Context: an optimization exercise on an open-source flow, tuned for small area, a short achievable clock period and few clock cycles per item. The choices shown serve that exercise and are no tape-out recipe.
Function was checked by simulation only, so behaviour that the tests miss may differ from the original.
Power figures rest on the tool's default switching activity, not on a simulated workload.

==> flow/design.v (excerpt) <==
module lwis_alu (
    input  wire        clk,
    input  wire        rst,         
    input  wire        in_valid,
    output wire        in_ready,
    input  wire [3:0]  op,
    input  wire [1:0]  last_src,    
    input  wire [31:0] src0,
    input  wire [31:0] src1,
    input  wire [31:0] src2,
    input  wire [31:0] src3,
    output reg         out_valid,
    output reg  [31:0] result,
    output reg  [31:0] remainder,
    output reg         fault
);
    localparam [3:0] OP_DIV = 4'd0,
                     OP_MUL = 4'd1,
                     OP_ADD = 4'd2,
                     OP_SUB = 4'd3,
                     OP_AND = 4'd4,
                     OP_OR  = 4'd5,
                     OP_XOR = 4'd6,
                     OP_SHR = 4'd7,
                     OP_SHL = 4'd8,
                     OP_LT  = 4'd9,
                     OP_GT  = 4'd10,
                     OP_EQ  = 4'd11,
                     OP_GE  = 4'd12,
                     OP_LE  = 4'd13;
    function [31:0] rev32(input [31:0] x);
        integer i;
        for (i = 0; i < 32; i = i + 1) rev32[i] = x[31-i];
    endfunction
    function [4:0] topidx(input [31:0] x);
        reg [7:0] g;
        reg [3:0] nib;
        reg [2:0] gi;
        integer i;
        begin
            for (i = 0; i < 8; i = i + 1) g[i] = (x[4*i +: 4] != 4'd0);
            gi[2] = (g[7:4] != 4'd0);
            gi[1] = gi[2] ? (g[7:6] != 2'd0) : (g[3:2] != 2'd0);
            gi[0] = gi[2] ? (gi[1] ? g[7] : g[5]) : (gi[1] ? g[3] : g[1]);
            nib = x[4*gi +: 4];
            topidx = {gi, nib[3] | nib[2], nib[3] | (!nib[2] & nib[1])};
  ...
Size in the first run: roughly 4,800 cells after synthesis, ~250 flip-flops, roughly 200 I/O pins, about 32,000 sq um of cells after synthesis.
==> flow/config.mk <==
export PLATFORM = sky130hd
export DESIGN_NAME = lwis_alu
export DESIGN_NICKNAME = lwis_alu
export VERILOG_FILES = /design/flow/design.v
export SDC_FILE = /design/flow/constraint.sdc
export NUM_CORES = 4
export LEC_CHECK = 0
export ABC_AREA = 1
export CAP_MARGIN = 30
export CORE_MARGIN = 2
export CORE_UTILIZATION = 40
export SLEW_MARGIN = 30
==> flow/constraint.sdc <==
create_clock -name core_clock -period 11.0 [get_ports {clk}]
set_input_delay 2.2000 -clock core_clock [delete_from_list [all_inputs] [get_ports {clk}]]
set_output_delay 2.2000 -clock core_clock [all_outputs]
set_load 0.01 [all_outputs]
standard.sh (not shown) runs the stock make flow with config.mk's settings and CLKGATE_MAP_FILE= SYNTH_SCRIPT=/design/flow/synth_recipe.tcl, a recipe that flattens the netlist after the stock synthesis.
==> flow/flow/run.sh <==
#!/bin/bash
set -euo pipefail
bash standard.sh SETUP_SLACK_MARGIN=7.0 \
    "BUFFER_PORTS_ARGS=-buffer_cell sky130_fd_sc_hd__buf_2" \
    finish > standard.log 2>&1
Testbench counts at the start, summed over its fixed seeds: cycles 25,139, items 12,000.
Rerun with:
--- a/flow/design.v
+++ b/flow/design.v
@@ -180,51 +180,51 @@
             ka_nx = ka;
             za_nx = za;
         end
     end
     wire [31:0] wb_in = in_ready ? src1 : C;
     wire [4:0]  kb_nx = topidx(wb_in);
     wire        pb_nx = pow2(wb_in);
     wire [4:0]  ka_in = topidx(src0);
     wire        pa_in = pow2(src0);
     wire        zb_nx = (wb_in == 32'd0);
     wire        za_in = (src0 == 32'd0);
-    wire        qz_in = za_in || (ka_in < kb_nx);
+    wire        qz_in = (src0 < src1);    
     wire        qz_nx = (iter && first) ? (!cy || (kb_nx != 5'd0)) :
                         (za_nx || (ka_nx < kb_nx));
-    wire dsd = busy && k_div && !iter && !fz && (qz || (pb && more == 2'd0));
-    assign in_ready = rdy || dsd;
+    assign in_ready = rdy;
     wire fin = busy && (k_div ? (fz || dfix || (!iter && (qzero || (pb && more == 2'd0)))) :
                         k_mul ? (((mcpa || k_ms) && more == 2'd0) || (k_ms && ms_z)) :
                         (k_add | k_sub) ? (more == 2'd0) : 1'b1);
     reg will_fin;
     always @(*) begin
         will_fin = 1'b0;
         if (k_div)
-            will_fin = iter && div_done && (more == 2'd0);
+            will_fin = div_done && ((more == 2'd0) ? iter :
+                                    (qz_nx || (pb_nx && more == 2'd1)));
         else if (k_mul)
             will_fin = (!mcpa && !k_ms && mul_done && (more == 2'd0)) ||
                        ((mcpa || k_ms) && (more != 2'd0) &&
                         (((more == 2'd1) && pb_nx) || zb_nx));
         else
             will_fin = (more == 2'd1);
     end
     wire chained = (op <= OP_XOR);
     wire [1:0] in_more = chained ? last_src - 2'd1 : 2'd0;
     wire in_zero = (src1 == 32'd0) ||
                    (last_src >= 2'd2 && src2 == 32'd0) ||
                    (last_src == 2'd3 && src3 == 32'd0);
     reg in_fin;
     always @(*) begin
         case (op)
-            OP_DIV:  in_fin = in_zero;
+            OP_DIV:  in_fin = in_zero || qz_in || ((last_src == 2'd1) && pb_nx);
             OP_MUL:  in_fin = ((last_src == 2'd1) && (pa_in || pb_nx)) ||
                               za_in || zb_nx;
             OP_ADD,
             OP_SUB:  in_fin = (last_src == 2'd1);
             default: in_fin = 1'b1;
         endcase
     end
     wire [2:0] g0 = {src0[31:23] != 9'd0, src0[31:15] != 17'd0, src0[31:7] != 25'd0};
     wire [2:0] g1 = {src1[31:23] != 9'd0, src1[31:15] != 17'd0, src1[31:7] != 25'd0};
     wire swap = (op == OP_MUL) && ((g1 & ~g0) != 3'd0);
     wire [11:0] be_src0 = benc({src0[7:0], 1'b0});
- critical path depth rises by 19
- clock skew rises by 0.0097 ns
- total power falls by 6.5%
- synthesized cell count rises by 1.9%
- final area rises by 0.82%
- first-iteration DRC count falls by 3.0%
- area after synthesis rises by 1.2%
- flip-flop and latch count stays the same
- core utilization falls by 0.32 points
Testbench counts after the change, summed over its fixed seeds: cycles 25,099, items 12,000.

## port drivers added, routing unchanged
How much do the figures lean on ideal ports? The routed layouts below were timed once more, with nothing changed but the port constraints. Step 1: set_driving_cell puts a clkbuf_16 on clk and a buf_2 on each other input, an assumption about the parent block. Step 2 times the ports against the registers' clock, not the clock port: input delays grow and output delays shrink by t, the midpoint of the rising clock arrivals with the driver on. a / b / c = ideal / step 1 / step 2; a / b = the first two.
run	t (ns)	setup slack, ns	worst register clock-pin slew, ns	worst data-port slew with drivers (ns)	pins driven straight from the clock port
the first run	0.659	6.614 / 6.537 / 6.095	0.07 / 0.07	0.06	1
the second run	0.653	6.682 / 6.712 / 6.071	0.07 / 0.07	0.09	1
After both steps setup and hold are still met in every run listed. The setup slack of the second run, which loses most, moves by +0.030 ns with the drivers and by -0.611 ns with both steps.
